This design comes from an exercise in tuning for small area on the open sky130 flow, not from production work.
Only simulation tests tie the RTL to the original design; equivalence was not proved.
No activity file was given, so power comes from the tool's default toggle rates.

$ cat flow/config.mk
export PLATFORM = sky130hd
export DESIGN_NAME = illum_rdcmd
export DESIGN_NICKNAME = illum_rdcmd
export VERILOG_FILES = /design/flow/design.v
export SDC_FILE = /design/flow/constraint.sdc
export NUM_CORES = 4
export LEC_CHECK = 0
export CAP_MARGIN = 20
export CORE_MARGIN = 2
export CORE_UTILIZATION = 40
export SLEW_MARGIN = 20
$ cat flow/constraint.sdc
create_clock -name core_clock -period 90.0 [get_ports {clk}]
set_input_delay 18.0000 -clock core_clock [delete_from_list [all_inputs] [get_ports {clk}]]
set_output_delay 18.0000 -clock core_clock [all_outputs]
set_load 0.01 [all_outputs]
$ cat flow/design.v
module illum_rdcmd (
    input  wire         clk,
    input  wire         rst,           
    input  wire         in_valid,
    input  wire [7:0]   in_data,
    output wire         out_valid,
    output reg  [2:0]   out_err,
    output reg  [2:0]   out_rc,        
    output wire [7:0]   out_head_bcd,  
    output wire [7:0]   out_bcc        
);
    localparam [2:0] P_IDLE = 3'd0, P_HOLD = 3'd1, P_CCF = 3'd2, P_LEN = 3'd3,
                     P_R0 = 3'd4, P_RN = 3'd5, P_DONE = 3'd6;
    reg [2:0] ph;
    reg [7:0] head;
    reg       err1;      
    reg       hc;        
    reg       lenbad;    
    reg [3:0] rem;       
    reg       syn;       
    reg       au;        
    reg       neg;       
    reg [2:0] s;
    reg       eq;
    reg [1:0] fq;
    wire [3:0] d      = in_data[3:0];
    wire       isdig  = (in_data[7:4] == 4'h3) && (d <= 4'd9);
    wire       isdot  = (in_data == 8'h2E);
    wire       issign = (in_data == 8'h2B) || (in_data == 8'h2D);
    wire       dnz    = (d != 4'd0);
    wire [2:0] s_inc  = (s == 3'd7) ? 3'd7 : s + 3'd1;
    wire       thr9   = ((s == 3'd2) && (fq != 2'd3)) || ((s == 3'd3) && (fq == 2'd1));
    reg  [7:0] au_ch;
    always @(*) begin
        case (rem[1:0])
            2'd3:    au_ch = "a";
            2'd2:    au_ch = "u";
            2'd1:    au_ch = "t";
            default: au_ch = "o";
        endcase
    end
    always @(posedge clk) begin
        if (rst) begin
            ph <= P_IDLE;
        end else if (!in_valid) begin
            if (ph == P_DONE) ph <= P_IDLE;
        end else begin
            case (ph)
                P_HOLD: begin
                    err1 <= (in_data > 8'd1);
                    hc   <= in_data[0];
                    ph   <= P_CCF;
                end
                P_CCF: begin
                    err1 <= err1 | (in_data > 8'd1);
                    hc   <= hc ^ in_data[0];
                    ph   <= P_LEN;
                end
                P_LEN: begin
                    rem    <= d - 4'd1;
                    lenbad <= (in_data > 8'd16);
                    syn    <= (in_data == 8'd0);
                    au     <= (in_data == 8'd4);
                    neg    <= 1'b0;
                    s      <= 3'd0;
                    eq     <= 1'b0;
                    fq     <= 2'd0;
                    ph     <= ((in_data == 8'd0) || (in_data > 8'd16)) ? P_DONE : P_R0;
                end
                P_R0, P_RN: begin
                    rem <= rem - 4'd1;
                    au  <= au & (in_data == au_ch);
                    ph  <= (rem == 4'd0) ? P_DONE : P_RN;
                    if (isdig) begin
                        if (fq == 2'd0) begin
                            if (s == 3'd0) begin
                                if (!dnz) eq <= 1'b1;
                                else begin
                                    s  <= (d > 4'd2) ? 3'd2 : 3'd1;
                                    eq <= (d == 4'd2);
                                end
                            end else begin
                                s <= s_inc;
                                if (d != 4'd9) eq <= 1'b0;
                            end
                        end else begin
                            fq <= (fq == 2'd3) ? 2'd3 : fq + 2'd1;
                            if (s == 3'd0) begin
                                if (dnz) begin s <= 3'd1; eq <= 1'b0; end
                                else eq <= 1'b1;
                            end else if (eq) begin
                                if (thr9) begin
                                    if (d != 4'd9) eq <= 1'b0;
                                end else if (dnz) begin
                                    s  <= s_inc;
                                    eq <= 1'b0;
                                end
                            end
                        end
                        if (neg && dnz) s <= 3'd7;
                    end else if (isdot) begin
                        if (fq != 2'd0) syn <= 1'b1;
                        fq <= 2'd1;
                    end else if ((ph == P_R0) && issign) begin
                        neg <= in_data[2];
                    end else begin
                        syn <= 1'b1;
                    end
                end
                default: begin   
                    head <= in_data;
                    ph   <= P_HOLD;
                end
            endcase
        end
    end
    wire [3:0] h_tens = head / 8'd10;
    wire [3:0] h_ones = head % 8'd10;
    wire       dig    = (s != 3'd0) | eq;
    always @(*) begin
        out_rc = au ? 3'd0 : (s <= 3'd2) ? 3'd1 : s - 3'd1;
        if (err1)                 out_err = 3'd1;
        else if (lenbad)          out_err = 3'd2;
        else if (!au && (syn || !dig)) out_err = 3'd3;
        else if (!au && s == 3'd7) out_err = 3'd4;
        else if (head > 8'd99)    out_err = 3'd5;
        else                      out_err = 3'd0;
    end
    assign out_valid    = (ph == P_DONE);
    assign out_head_bcd = {h_tens, h_ones};
    assign out_bcc      = {{4{err1}}, h_tens ^ h_ones ^ {3'd0, hc} ^ {1'b0, out_rc}};
endmodule
$ cat flow/run.sh
#!/bin/bash
# synth_recipe.tcl (not shown) runs the flow's synth.tcl, then flattens the netlist and writes it again
# the make line also repeats each setting of config.mk as NAME=value (left out here)
make -C /OpenROAD-flow-scripts/flow DESIGN_CONFIG=/design/flow/config.mk WORK_HOME=/design/flow/orfs CLKGATE_MAP_FILE= SYNTH_SCRIPT=/design/flow/synth_recipe.tcl finish
==> run summary <==
Hold Buf Count CTS=0; Worst EP required=72.00 ns; pwr dens=10.5 nW/µm²; Worst VDD drop=approximately 5.3 µV; Rel. slew slack=52.6%; Worst Hold Slack=~0.62 ns; initial antenna violation count=0; layout cells sized above 1=6.41%; setup TNS=0 ns; syn_nets=320; dpl cell area=2860 µm²; Max Cap Violations=0; R2R cell count=7; initial DRC count=196; GRT Total Usage=17.1%; element type at the critical path end=primary output; chip height=about 84 µm; CTS Root Cell=clkbuf_8; TritonCTS clock tree=built; final instance area=2910 µm²; Worst Hold Class=flop to flop; DRT Wirelength=5.97 mm; Chip Width=84.1 µm; Final min period=21.14 ns; via count=2,277; yosys warns=1; via density per instance=5.85; total congestion overflow=0; unrepaired setup endpoints after global routing=no; met3 wire len=264 µm; IO Pins=34; number of synthesized flops with an enable pin=24; CP Depth=7; cts repair resizes=0; Row Count=29; Initial Utilization=between 40% and 50%; fraction of synthesis flops using an asynchronous set or reset pin=0%; Worst-Margin Slew=0.711 ns; largest net degree at the start of global routing=26; CP Buf/Inv Count=1; CTS sink cnt=27; Core ar.=6280 µm²; LEAKAGE=0.00102 µW; vias in the first global route=2,151; drt pass-1 iters=4; Syn-to-layout area delta=13.6%; Yosys reg bits=27; max-slew violation count=0; status=timing/DRC/antenna clean; Max clock buf depth=2; WL per Instance=between 15 and 20 µm; Final Util=between 40% and 50%; Nets=about 330; syn avg cell area=8.55 µm²; maximum clock frequency=between 40 and 50 MHz; CP arrival=3.14 ns; hold path cells=2; Final Setup Violations=0; Routability Congestion=0.829; met2 WL=about 2.7 mm; total CTS buffers=3; Cells after Synth=300; fin crit share=23.5%; first-pass GRT wire length=~10 mm; synthesized area=2570 µm²; final hold violations=0; Critical Path Source Type=flop; total power=30.5 µW; Buffers on Ports=33; Final ANT Viol Nets=0; critical path type=flop to primary output; worst skew pair latency=roughly 0.28 ns; sequential area share after synthesis=30.4%; Top Family by Delay on Critical Path=compound AO/OA/AOI/OAI gates; DRC viols=0; post-synth cell types=68; M1 wire length=2.85 mm; CP max stage cell=edfxtp_1; clock slew at reported path FFs=0.09 ns; Max stage delay on crit path=0.81 ns; top_reg_cell synth=edfxtp_1; critical path cell sequence=nand2b_1 > a2bb2oi_1 > a221oi_2 > o2bb2ai_1 > a221o_1 > xnor2_1 > clkdlybuf4s50_1; worst clock skew=~0.012 ns; ant diodes=0; HPWL Detailed=approximately 4.4 mm; Max H-tree Level=1; post-CTS setup buffers=0; Crit Path Max Fanout=25; highest metal used=met4; Die ar.=7070 µm²
## metrics by stage
| stage | std cells | worst slack (ns) |
|---|---|---|
| floorplan | 300 | 70.07 |
| global placement | 385 | 69.26 |
| detailed placement | 385 | 69.19 |
| CTS | 389 | 68.87 |
| global route | 389 | 68.62 |
| finish | 389 | 68.86 |
## worst min-delay path, cell delays in order, from the launching register on
cell	delay (ns)
dfxtp_1	0.38
a21oi_1	0.15
a211oi_1	0.05
## worst paths after layout
path	start	endpoint	slack, ns
worst max-delay path	head[5]	out_bcc[0]	68.86
worst min-delay path	ph[1]	ph[1]	0.62
worst max register to register	ph[1]	ph[0]	87.42
worst min register to register	ph[1]	ph[1]	0.62
## cell usage after synthesis (2+ instances only)
cell type   n  share of area (%)
buf_2       6                1.2
a21oi_1    20                3.9
or3b_1      3                1.0
and3_1      2               0.49
clkbuf_1   11                1.6
nand2_1    16                2.3
xor2_1      6                2.0
o311a_1     3                1.2
nand2b_1   11                2.7
buf_4       6                1.8
a211oi_1    6                1.8
mux2i_1     8                3.1
nand4_1     5                1.2
nor3_1     13                2.5
o21ai_0    13                2.5
nor2b_1     9                2.2
nand3_1     5               0.97
nor2_1     19                2.8
a221o_1     2               0.78
a31oi_1     8                2.0
a311oi_1    2               0.68
inv_1      19                2.8
dfxtp_1     3                2.3
or2_2       3               0.73
nor4b_1     4                1.4
ha_1        9                4.4
nand4b_1    2               0.68
edfxtp_1   24                 28
o21bai_1    2               0.58
o31ai_1     4                1.2
xnor2_1    14                4.8
a22oi_1     2               0.58
nand3b_1    3               0.88
o22ai_1     3               0.73
## cell families (layout without fill, tap and decap cells)
| logic type | Yosys count | count (layout) | synth area share [%] |
|---|---|---|---|
| simple gates | 104 | 104 | 22.8 |
| mux | 9 | 9 | 3.56 |
| buf+inv | 46 | 58 | 8.19 |
| compound gates | 84 | 84 | 23.4 |
| fa+ha+maj | 10 | 10 | 4.78 |
| flops | 27 | 27 | 30.4 |
| xor+xnor | 20 | 20 | 6.83 |
## layout make-up
type | instances | area [µm²]
fillers | 602 | 3360
multi-input cells | 227 | 1580
flip-flops and latches | 27 | 781
repair buffers | 33 | 330
well taps | 77 | 96.3
inverters | 21 | 78.8
clock buffers | 3 | 41.3
clock inverters | 1 | 5.00
## per-layer routing
metal | vias up | global-route usage [%]
li1 | 1137 | -
met1 | 1049 | 23.5
met2 | 76 | 27.6
met3 | 15 | 1.38
met4 | 0 | 7.33
met5 | - | 0
## cells in the final DEF, fill, tap and decap left out, types with 6 or more instances in the layout
master,count
nand2_1,16
nand2b_1,11
ha_1,9
a211oi_1,6
mux2i_1,8
o21ai_0,13
xnor2_1,14
xor2_1,6
nor3_1,13
inv_1,19
edfxtp_1,24
a31oi_1,8
clkdlybuf4s50_1,33
nor2_1,19
a21oi_1,20
nor2b_1,9
## sequential cells by signal (all words and copies together) (netlist names)
signal / count
ph: 3
rem: 4
err1: 1
neg: 1
head: 8
syn: 1
s: 3
hc: 1
au: 1
fq: 2
eq: 1
lenbad: 1
## where the power goes
group / switching (µW) / internal (µW)
clock: 3.92 / 3.11
combinational: 4.23 / 4.27
sequential: 0.937 / 14.0

re-timing with driven ports:
In the flow no input, the clock included, has a driving cell. The finished layout below was timed again as built, in two steps. Step 1: set_driving_cell puts a clkbuf_16 on clk and a buf_2 on each other input, an assumption about the parent block. Step 2, shift: input delay + t, output delay - t, t = (earliest + latest rising clock arrival at the registers) / 2. This alone moves slack from input paths to output paths. Three values: ideal ports, drivers, drivers and shift; two values: the first two.
t, ns: 0.301
setup WS [ns]: 68.863 / 68.836 / 69.137
latest minus earliest clock arrival (ns): 0.012 / 0.012
After both steps setup and hold are still met in this run. For this run, drivers alone change the setup slack by -0.027 ns; drivers and shift together by +0.274 ns.
